This design comes from an exercise in tuning for small area on the open sky130 flow, not from production work. Only simulation tests tie the RTL to the original design; equivalence was not proved. Power is estimated from default activity; no workload was simulated.

## design/flow/run.sh

```bash
#!/bin/bash
# synth_recipe.tcl (not shown) runs the flow's synth.tcl, then flattens the netlist and writes it again
# the make line also repeats each setting of config.mk as NAME=value (left out here)
make -C /OpenROAD-flow-scripts/flow DESIGN_CONFIG=/design/flow/config.mk WORK_HOME=/design/flow/orfs CLKGATE_MAP_FILE= SYNTH_SCRIPT=/design/flow/synth_recipe.tcl finish
```

## design/flow/config.mk

```make
export PLATFORM = sky130hd
export DESIGN_NAME = murx_core
export DESIGN_NICKNAME = murx_core
export VERILOG_FILES = /design/flow/design.v
export SDC_FILE = /design/flow/constraint.sdc
export NUM_CORES = 4
export LEC_CHECK = 0
export CAP_MARGIN = 20
export CORE_MARGIN = 2
export CORE_UTILIZATION = 40
export SLEW_MARGIN = 20
```

## design/flow/constraint.sdc

```tcl
create_clock -name core_clock -period 10.0 [get_ports {clk}]
set_input_delay 2.0000 -clock core_clock [delete_from_list [all_inputs] [get_ports {clk}]]
set_output_delay 2.0000 -clock core_clock [all_outputs]
set_load 0.01 [all_outputs]
```

## design/flow/design.v

```verilog
module murx_core (
    input  wire         clk,
    input  wire         rst,           
    input  wire [16:0]  code_len,      
    output wire [15:0]  code_addr,
    input  wire [31:0]  code_rdata,
    output wire [15:0]  dmem_addr,
    output wire         dmem_we,
    output wire [15:0]  dmem_wdata,
    input  wire [15:0]  dmem_rdata,
    output wire [9:0]   fs_addr,
    output wire         fs_we,
    output wire [272:0] fs_wdata,
    input  wire [272:0] fs_rdata,
    input  wire [3:0]   dbg_raddr,
    output wire [15:0]  dbg_rdata,
    output wire [1:0]   status,        
    output wire [2:0]   err_code,
    output wire [15:0]  err_info,
    output wire [16:0]  pc,
    output wire         carry,
    output wire [1:0]   cmp,           
    output wire [9:0]   depth
);
    localparam [1:0] ST_RUN = 2'd0, ST_HALT = 2'd1, ST_FAULT = 2'd2;
    localparam [1:0] CMP_NONE = 2'd0, CMP_LT = 2'd1, CMP_EQ = 2'd2, CMP_GT = 2'd3;
    localparam [2:0] E_DIV0 = 3'd1, E_UNKNOWN = 3'd2, E_OVERFLOW = 3'd3,
                     E_UNDERFLOW = 3'd4, E_BOUNDS = 3'd5, E_SHIFT = 3'd6,
                     E_UNSPEC = 3'd7;
    localparam [2:0] S_FETCH = 3'd0, S_DECODE = 3'd1, S_MEM = 3'd2, S_EXEC = 3'd3,
                     S_DIV = 3'd4, S_RET = 3'd5, S_DONE = 3'd6;
    localparam [2:0] F_RR = 3'd0, F_RI = 3'd1, F_RM = 3'd2, F_MR = 3'd3,
                     F_R = 3'd4, F_M = 3'd5, F_A = 3'd6, F_N = 3'd7;
    reg [15:0] x [0:15];
    reg [16:0] pc_q;
    reg        carry_q;
    reg [1:0]  cmp_q;
    reg [9:0]  depth_q;
    reg [1:0]  status_q;
    reg [2:0]  err_code_q;
    reg [15:0] err_info_q;
    reg [2:0]  state;
    reg [7:0]  op_q;
    reg [3:0]  ra_q;
    reg [15:0] addr_q;        
    reg [15:0] a_q;           
    reg [15:0] b_q;           
    reg [16:0] next_q;        
    reg [4:0]  div_cnt;
    reg [15:0] div_rem;
    reg [15:0] div_quo;
    reg [15:0] div_den;
    reg        div_neg;
    wire [7:0] b0 = code_rdata[7:0];
    wire [7:0] b1 = code_rdata[15:8];
    wire [7:0] b2 = code_rdata[23:16];
    wire [7:0] b3 = code_rdata[31:24];
    reg  [2:0] form;
    always @(*) begin
        case (b0)
            8'h01, 8'h05, 8'h08, 8'h0B, 8'h0E, 8'h13, 8'h16, 8'h19,
            8'h1E, 8'h20, 8'h22:                               form = F_RR;
            8'h02, 8'h06, 8'h09, 8'h0C, 8'h0F, 8'h14, 8'h17, 8'h1A,
            8'h1F, 8'h21, 8'h23:                               form = F_RI;
            8'h04, 8'h07, 8'h0A, 8'h0D, 8'h10, 8'h15, 8'h18, 8'h1B,
            8'h24:                                             form = F_RM;
            8'h03:                                             form = F_MR;
            8'h11, 8'h1C:                                      form = F_R;
            8'h12, 8'h1D:                                      form = F_M;
            8'h30, 8'h31:                                      form = F_N;
            default:                                           form = F_A;
        endcase
    end
    reg [2:0] ilen;
    always @(*) begin
        case (form)
            F_RR, F_R:              ilen = 3'd2;
            F_RI, F_RM, F_MR:       ilen = 3'd4;
            F_M, F_A:               ilen = 3'd3;
            default:                ilen = 3'd1;
        endcase
    end
    wire op_unknown = (b0 == 8'h00) || (b0 > 8'h31);
    wire op_unspec  = (b0 == 8'h2D) || (b0 == 8'h2E);
    wire [17:0] end_pc = {1'b0, pc_q} + {15'd0, ilen};
    wire truncated  = end_pc > {1'b0, code_len};
    wire [3:0]  d_ra    = (form == F_RR) ? b1[7:4] :
                          (form == F_MR) ? b3[3:0] : b1[3:0];
    wire [3:0]  d_rb    = b1[3:0];
    wire [15:0] d_field = (form == F_RI || form == F_RM) ? {b3, b2} : {b2, b1};
    wire [16:0] sum  = {a_q[15], a_q} + {b_q[15], b_q};
    wire [16:0] diff = {a_q[15], a_q} - {b_q[15], b_q};
    wire [16:0] negv = 17'd0 - {a_q[15], a_q};
    wire signed [31:0] prod = $signed(a_q) * $signed(b_q);
    wire sum_ovf  = sum[16]  != sum[15];
    wire diff_ovf = diff[16] != diff[15];
    wire neg_ovf  = negv[16] != negv[15];
    wire mul_ovf  = !((prod[31:15] == 17'h00000) || (prod[31:15] == 17'h1FFFF));
    wire shamt_bad = b_q[15:4] != 12'd0;
    wire [15:0] shr_v = a_q >> b_q[3:0];
    wire [15:0] shl_v = a_q << b_q[3:0];
    wire lt = $signed(a_q) < $signed(b_q);
    wire [1:0] cmp_res = lt ? CMP_LT : (a_q == b_q) ? CMP_EQ : CMP_GT;
    reg br_taken;
    always @(*) begin
        case (op_q)
            8'h25: br_taken = (cmp_q == CMP_EQ);
            8'h26: br_taken = (cmp_q == CMP_LT) || (cmp_q == CMP_GT);
            8'h27: br_taken = (cmp_q == CMP_GT);
            8'h28: br_taken = (cmp_q == CMP_EQ) || (cmp_q == CMP_GT);
            8'h29: br_taken = (cmp_q == CMP_LT);
            8'h2A: br_taken = (cmp_q == CMP_EQ) || (cmp_q == CMP_LT);
            8'h2B: br_taken = carry_q;
            default: br_taken = 1'b1;    
        endcase
    end
    wire [16:0] div_try  = {div_rem[15:0], div_quo[15]} - {1'b0, div_den};
    wire [15:0] div_res  = div_neg ? (16'd0 - div_quo) : div_quo;
    wire        div_ovf  = !div_neg && div_quo[15];
    wire [15:0] a_mag    = a_q[15] ? (16'd0 - a_q) : a_q;
    wire [15:0] b_mag    = b_q[15] ? (16'd0 - b_q) : b_q;
    wire in_decode = (state == S_DECODE);
    wire in_exec   = (state == S_EXEC);
    wire is_mem_wr = in_exec && (op_q == 8'h03 || op_q == 8'h12 || op_q == 8'h1D);
    wire is_call   = in_exec && (op_q == 8'h2F) && (depth_q != 10'd1000);
    reg [15:0] mem_wdata;
    always @(*) begin
        case (op_q)
            8'h12:   mem_wdata = negv[15:0];
            8'h1D:   mem_wdata = ~a_q;
            default: mem_wdata = a_q;            
        endcase
    end
    assign code_addr  = pc_q[15:0];
    assign dmem_addr  = in_decode ? d_field : addr_q;
    assign dmem_we    = is_mem_wr;
    assign dmem_wdata = mem_wdata;
    assign fs_addr  = in_exec ? depth_q : (depth_q - 10'd1);
    assign fs_we    = is_call;
    assign fs_wdata = {next_q, x[15], x[14], x[13], x[12], x[11], x[10], x[9], x[8],
                       x[7], x[6], x[5], x[4], x[3], x[2], x[1], x[0]};
    assign dbg_rdata = x[dbg_raddr];
    assign status    = status_q;
    assign err_code  = err_code_q;
    assign err_info  = err_info_q;
    assign pc        = pc_q;
    assign carry     = carry_q;
    assign cmp       = cmp_q;
    assign depth     = depth_q;
    integer i;
    reg        flt;
    reg [2:0]  flt_code;
    reg [15:0] flt_info;
    always @(*) begin
        flt      = 1'b0;
        flt_code = 3'd0;
        flt_info = 16'd0;
        case (state)
            S_FETCH:
                if (pc_q >= code_len) begin flt = 1'b1; flt_code = E_BOUNDS; end
            S_DECODE:
                if (op_unknown)      begin flt = 1'b1; flt_code = E_UNKNOWN; flt_info = {8'd0, b0}; end
                else if (op_unspec)  begin flt = 1'b1; flt_code = E_UNSPEC;  flt_info = {8'd0, b0}; end
                else if (truncated)  begin flt = 1'b1; flt_code = E_BOUNDS; end
                else if (b0 == 8'h30 && depth_q == 10'd0)    begin flt = 1'b1; flt_code = E_UNDERFLOW; end
                else if (b0 == 8'h2F && depth_q == 10'd1000) begin flt = 1'b1; flt_code = E_OVERFLOW; end
            S_EXEC:
                if ((op_q == 8'h0E || op_q == 8'h0F || op_q == 8'h10) && b_q == 16'd0) begin
                    flt = 1'b1; flt_code = E_DIV0;
                end else if ((op_q >= 8'h1E && op_q <= 8'h21) && shamt_bad) begin
                    flt = 1'b1; flt_code = E_SHIFT; flt_info = b_q;
                end
            default: ;
        endcase
    end
    always @(posedge clk) begin
        if (rst) begin
            for (i = 0; i < 16; i = i + 1) x[i] <= 16'd0;
            pc_q       <= 17'd0;
            carry_q    <= 1'b0;
            cmp_q      <= CMP_NONE;
            depth_q    <= 10'd0;
            status_q   <= ST_RUN;
            err_code_q <= 3'd0;
            err_info_q <= 16'd0;
            state      <= S_FETCH;
            op_q       <= 8'd0;
            ra_q       <= 4'd0;
            addr_q     <= 16'd0;
            a_q        <= 16'd0;
            b_q        <= 16'd0;
            next_q     <= 17'd0;
            div_cnt    <= 5'd0;
            div_rem    <= 16'd0;
            div_quo    <= 16'd0;
            div_den    <= 16'd0;
            div_neg    <= 1'b0;
        end else if (flt) begin
            status_q   <= ST_FAULT;
            err_code_q <= flt_code;
            err_info_q <= flt_info;
            state      <= S_DONE;
        end else begin
            case (state)
                S_FETCH: state <= S_DECODE;
                S_DECODE: begin
                    op_q   <= b0;
                    ra_q   <= d_ra;
                    addr_q <= d_field;
                    next_q <= end_pc[16:0];
                    a_q    <= x[d_ra];
                    b_q    <= (form == F_RR) ? x[d_rb] : d_field;
                    if (b0 == 8'h30)
                        state <= S_RET;
                    else if (form == F_RM || form == F_M)
                        state <= S_MEM;
                    else
                        state <= S_EXEC;
                end
                S_MEM: begin
                    if (op_q == 8'h12 || op_q == 8'h1D)
                        a_q <= dmem_rdata;
                    else
                        b_q <= dmem_rdata;
                    state <= S_EXEC;
                end
                S_EXEC: begin
                    state <= S_FETCH;
                    pc_q  <= next_q;
                    case (op_q)
                        8'h01, 8'h02, 8'h04: x[ra_q] <= b_q;
                        8'h03: ;
                        8'h05, 8'h06, 8'h07: begin x[ra_q] <= sum[15:0];  carry_q <= sum_ovf;  end
                        8'h08, 8'h09, 8'h0A: begin x[ra_q] <= diff[15:0]; carry_q <= diff_ovf; end
                        8'h0B, 8'h0C, 8'h0D: begin x[ra_q] <= prod[15:0]; carry_q <= mul_ovf;  end
                        8'h0E, 8'h0F, 8'h10: begin
                            pc_q    <= pc_q;
                            div_cnt <= 5'd0;
                            div_rem <= 16'd0;
                            div_quo <= a_mag;
                            div_den <= b_mag;
                            div_neg <= a_q[15] ^ b_q[15];
                            state   <= S_DIV;
                        end
                        8'h11: begin x[ra_q] <= negv[15:0]; carry_q <= neg_ovf; end
                        8'h12: carry_q <= neg_ovf;
                        8'h13, 8'h14, 8'h15: x[ra_q] <= a_q ^ b_q;
                        8'h16, 8'h17, 8'h18: x[ra_q] <= a_q & b_q;
                        8'h19, 8'h1A, 8'h1B: x[ra_q] <= a_q | b_q;
                        8'h1C: x[ra_q] <= ~a_q;
                        8'h1D: ;
                        8'h1E, 8'h1F, 8'h20, 8'h21:
                            x[ra_q] <= (op_q == 8'h1E || op_q == 8'h1F) ? shr_v : shl_v;
                        8'h22, 8'h23, 8'h24: cmp_q <= cmp_res;
                        8'h25, 8'h26, 8'h27, 8'h28, 8'h29, 8'h2A, 8'h2B, 8'h2C: begin
                            if (br_taken) pc_q <= {1'b0, addr_q};
                        end
                        8'h2F: begin
                            depth_q <= depth_q + 10'd1;
                            pc_q    <= {1'b0, addr_q};
                        end
                        8'h31: begin
                            status_q <= ST_HALT;
                            state    <= S_DONE;
                        end
                        default: ;
                    endcase
                end
                S_DIV: begin
                    if (div_cnt == 5'd16) begin
                        x[ra_q] <= div_res;
                        carry_q <= div_ovf;
                        pc_q    <= next_q;
                        state   <= S_FETCH;
                    end else begin
                        div_cnt <= div_cnt + 5'd1;
                        if (!div_try[16]) begin
                            div_rem <= div_try[15:0];
                            div_quo <= {div_quo[14:0], 1'b1};
                        end else begin
                            div_rem <= {div_rem[14:0], div_quo[15]};
                            div_quo <= {div_quo[14:0], 1'b0};
                        end
                    end
                end
                S_RET: begin
                    for (i = 0; i < 16; i = i + 1) x[i] <= fs_rdata[16*i +: 16];
                    pc_q    <= fs_rdata[272:256];
                    depth_q <= depth_q - 10'd1;
                    state   <= S_FETCH;
                end
                default: ;    
            endcase
        end
    end
endmodule
```

==> run notes <==
==> power by group <==
group	switching (mW)	total [mW]	internal [mW]
combinational	5.37	8.26	2.89
sequential	0.614	2.87	2.26
clock	0.921	2.11	1.19
==> worst min-delay path: cells and delay by family (launching register included) <==
| kind | cells | cell delay, ps |
|---|---|---|
| DFF | 1 | 310 |
| and+or+nand+nor | 1 | 50 |
| AOI/OAI and AO/OA | 1 | 50 |
==> sequential cells by signal, summed over array words and instances (netlist names), 4 cells and up <==
register	count
next_q	17
div_rem	16
err_info_q	16
op_q	8
ra_q	4
pc_q	17
a_q	16
div_quo	16
div_den	16
depth_q	10
x	256
div_cnt	5
b_q	16
addr_q	16
==> layer usage <==
metal / global-route usage, % / routed length (um) / vias up
met3: 12.8 / 27600 / 796
met4: 30.6 / 21900 / 28
li1: - / - / 19000
met2: 62.9 / 105000 / 3099
met5: 0 / 196 / -
met1: 47.9 / 82100 / 22200
==> cell usage after synthesis (all sizes together) (16+ instances only) <==
cell	instances	area share (%)
o21ai	386	4.4
nand3	211	2.4
o21a	20	0.34
buf	134	1.7
nor4	21	0.35
inv	406	3.5
xor2	41	0.82
nand2b	23	0.34
nand2	739	6.3
a211o	27	0.54
or3	25	0.35
o211ai	40	0.72
xnor2	112	2.2
o2111ai	19	0.38
a22o	16	0.32
a211oi	51	0.90
nor3	83	1.0
a31oi	49	0.72
dfxtp	185	8.4
nand4	33	0.47
edfxtp	256	17
a32oi	35	0.70
a21o	50	0.85
a311oi	28	0.57
and3	37	0.53
and2	21	0.30
ha	200	5.7
mux2i	87	2.0
nor2b	22	0.31
nor2	419	3.6
a221oi	19	0.38
a22oi	38	0.66
o22ai	19	0.30
a221o	19	0.43
mux4	172	8.8
a21oi	206	2.4
clkbuf	253	2.2
o31ai	37	0.66
fa	266	12
o221ai	30	0.60
==> final cells by class <==
| cell class | count | area (sq um) | area share, % |
|---|---|---|---|
| Antenna cell | 23 | 57.6 | 0.105 |
| Clock buffer | 69 | 1490 | 2.72 |
| Clock inverter | 33 | 342 | 0.625 |
| Inverter | 417 | 1570 | 2.86 |
| Multi-Input combinational cell | 3755 | 29600 | 54.1 |
| Sequential cell | 441 | 11400 | 20.8 |
| Tap cell | 1414 | 1770 | 3.24 |
| Timing Repair Buffer | 884 | 8500 | 15.5 |
==> kinds of logic (layout without fill, tap and decap cells) <==
group                      count (synthesis)  count (layout)
AOI/OAI and AO/OA                       1181            1181
xor gates and xnor gates                 153             153
adders and majority gates                466             466
buffers and inverters                    804            1403
DFF                                      441             441
muxes                                    262             262
other                                      0              23
and+or+nand+nor                         1693            1693
==> worst paths after layout <==
check | endpoint
hold reg to reg | op_q[3]$_SDFFE_PP0P_
hold / removal | op_q[3]$_SDFFE_PP0P_
setup reg to reg | carry_q$_SDFFE_PP0P_
setup / recovery | dmem_addr[11]
==> placed cells by master (no fill, tap or decap), types with 82 or more instances in the layout <==
master and count:
clkdlybuf4s50_1 738, nand2_1 735, nor2_1 408, inv_1 398
o21ai_0 300, fa_1 266, edfxtp_1 256, nand3_1 210
a21oi_1 202, ha_1 200, dfxtp_1 184, mux4_2 172
buf_4 145, xnor2_1 112, mux2i_1 87, o21ai_1 82
==> through the flow <==
step	hold WS (ps)	area (sq um)	util [%]	total power [mW]
after CTS	461	54600	50.1	12.9
after global placement	456	52800	48.4	10.8
after global routing	491	54600	50.1	13.7
after floorplan	449	44100	-	7.22
final	466	54700	50.2	13.2
after detailed placement	453	52800	48.4	10.8
==> summary.md <==
| Metric | Value |
|---|---|
| Largest net degree at the start of global routing | 103 |
| Syn avg cell area | 8.81 sq um |
| Die area | 113000 sq um |
| Rel. slew slack | about 17% |
| PD cells | between 200 and 250 nW/um^2 |
| Post-synth EDFFs | between 200 and 300 |
| Area fraction in compound gates after synthesis | 17.9% |
| Largest family of logic cells by synthesized area | compound AO/OA/AOI/OAI gates |
| Final worst-path cycle share | roughly 87% |
| Mux contribution to synthesized area | a little over a tenth |
| HP Class | flop to flop |
| Final nets | about 6400 |
| Static leakage | just over 20 nW |
| CP required | approximately 8000 ps |
| Synth Area in Adders | roughly 18% |
| Clk root buf | clkbuf_16 |
| #FFs+latches synth | around 440 |
| Crit-path cells | clkdlybuf4s50_1 > inv_1 > ha_1 > and2_1 > o211a_1 > o41a_1 > nor3_1 > o21ai_2 > buf_4 > mux2i_1 > o21ai_0 > clkdlybuf4s50_1 |
| Post-synthesis async set-or-reset flop share | 0% |
| Sink Count | ~440 |
| CP max stage delay | 780 ps |
| DR DRC count | 0 |
| Layout cell share with drive strength beyond 1 | about 9% |
| Setup TNS | 0 ps |
| R2r worst-path depth | 22 |
| Hold_buf cts | 0 |
| CP Launch Type | input port |
| CP Max Fanout | 16 |
| Initial antenna violation count | 36 |
| Port bufs | about 740 |
| H-Tree Depth | 2 |
| Hold Startpoint | op_q[3]$_SDFFE_PP0P_ |
| Reg2reg start | a_q[15]$_SDFFE_PP0P_ |
| CP Capture Type | primary output |
| Via density | 6.40 |
| Max-cap violations | 0 |
| Final HPWL DP | ~180000 um |
| Antenna-violating nets left | 0 |
| Post-CTS Setup Inserts | 0 |
| Routability cong. | around 1.0 |
| CP Depth | 12 |
| Vias | about 45000 |
| Register-to-register setup slack | 1720 ps |
| I/O pins | 744 |
| Number of cells on the worst hold path | 2 |
| Mapped Cells | 5000 |
| Number of global-route vias before repair | between 40000 and 50000 |
| Yosys cell types | between 100 and 150 |
| Final critical-path required period | between 8000 and 9000 ps |
| Starting Density | between 40% and 50% |
| Clock Pin Slew Worst Setup and Hold Paths | ~60 ps |
| Rows | roughly 120 |
| CTS buffer count | 55 |
| Crit path max-delay family | buffers and inverters |
| Clock Path Buffers | 3 |
| Clock Skew | roughly 64 ps |
| Grt total ovfl | 0 |
| Final WS setup | between 1000 and 1500 ps |
| Final non-filler cell total | a little over 7000 |
| DR WL/cell | 33.7 um |
| Buf+Inv Stages, Crit Path | 4 |
| First-pass detailed-route iteration total | 6 |
| # setup viols final | 0 |
| Crit path kind | input port to primary output |
| Global Route Usage Sum | between 40% and 50% |
| Placeable Area | 109000 sq um |
| Cell Area, Synth | 44100 sq um |
| Arrival time worst endpoint | ~6700 ps |
| Sequential area share after synthesis | between 20% and 30% |
| Most used DFF post-synth | edfxtp_1 |
| Post-Place Setup Slack | between 900 and 1000 ps |
| XOR/XNOR share of the synthesized area | between 3 and 4% |
| # resized after CTS | 0 |
| Final Hold Violating Endpoints | 0 |
| Setup crit start | code_rdata[0] |
| Routed Wire Length | approximately 240000 um |
| CTS tree | built |
| Area growth syn-to-layout | 24.1% |
| Critical-path top delay cell | o21ai_0 |
| Run status | timing/DRC/antenna clean |
| Worst path most repeated cell | clkdlybuf4s50_1 |
| First-pass GRT wire length | 326000 um |
| Worst-Skew Late Latency | approximately 720 ps |
| Die height | around 340 um |
| Peak supply drop | slightly below 0.2 mV |
| Simple-Gate Fraction of Synth Area | between 10% and 20% |
| Unrepaired setup endpoints after global routing | false |
| Worst-margin pin slew | about 1200 ps |
| Post-Syn Nets | a little under 6000 |
| Initial DRC count | just under 6000 |
| Highest clock rate | approximately 120 MHz |
| Synthesis Warnings | 1 |
| Die X-Extent | roughly 340 um |
| Max-slew violations | 0 |
| Placed insts | 6911 |
| Fill cell count | about 10000 |

-- static timing again, ports no longer ideal --
The flow's constraints put no driver on any port. The routed layout listed below was extracted and timed again, unchanged, in two steps. Step 1 sets driving cells, clkbuf_16 on the clock port and buf_2 on the other inputs (assumed; they add their load-dependent delay and slew). Step 2 also shifts input and output timing later by t, the mid clock arrival at the registers, as if the neighbouring blocks saw the same clock. a / b / c = ideal ports / drivers / drivers and shift; a / b = the first two.
shift t [ns]: 0.778
setup slack, ns: 1.327 / 1.239 / 0.784
hold WS [ns]: 0.466 / 0.466 / 0.466
After both steps setup and hold are still met in this run. For this run, drivers alone change the setup slack by -0.088 ns; drivers and shift together by -0.543 ns.
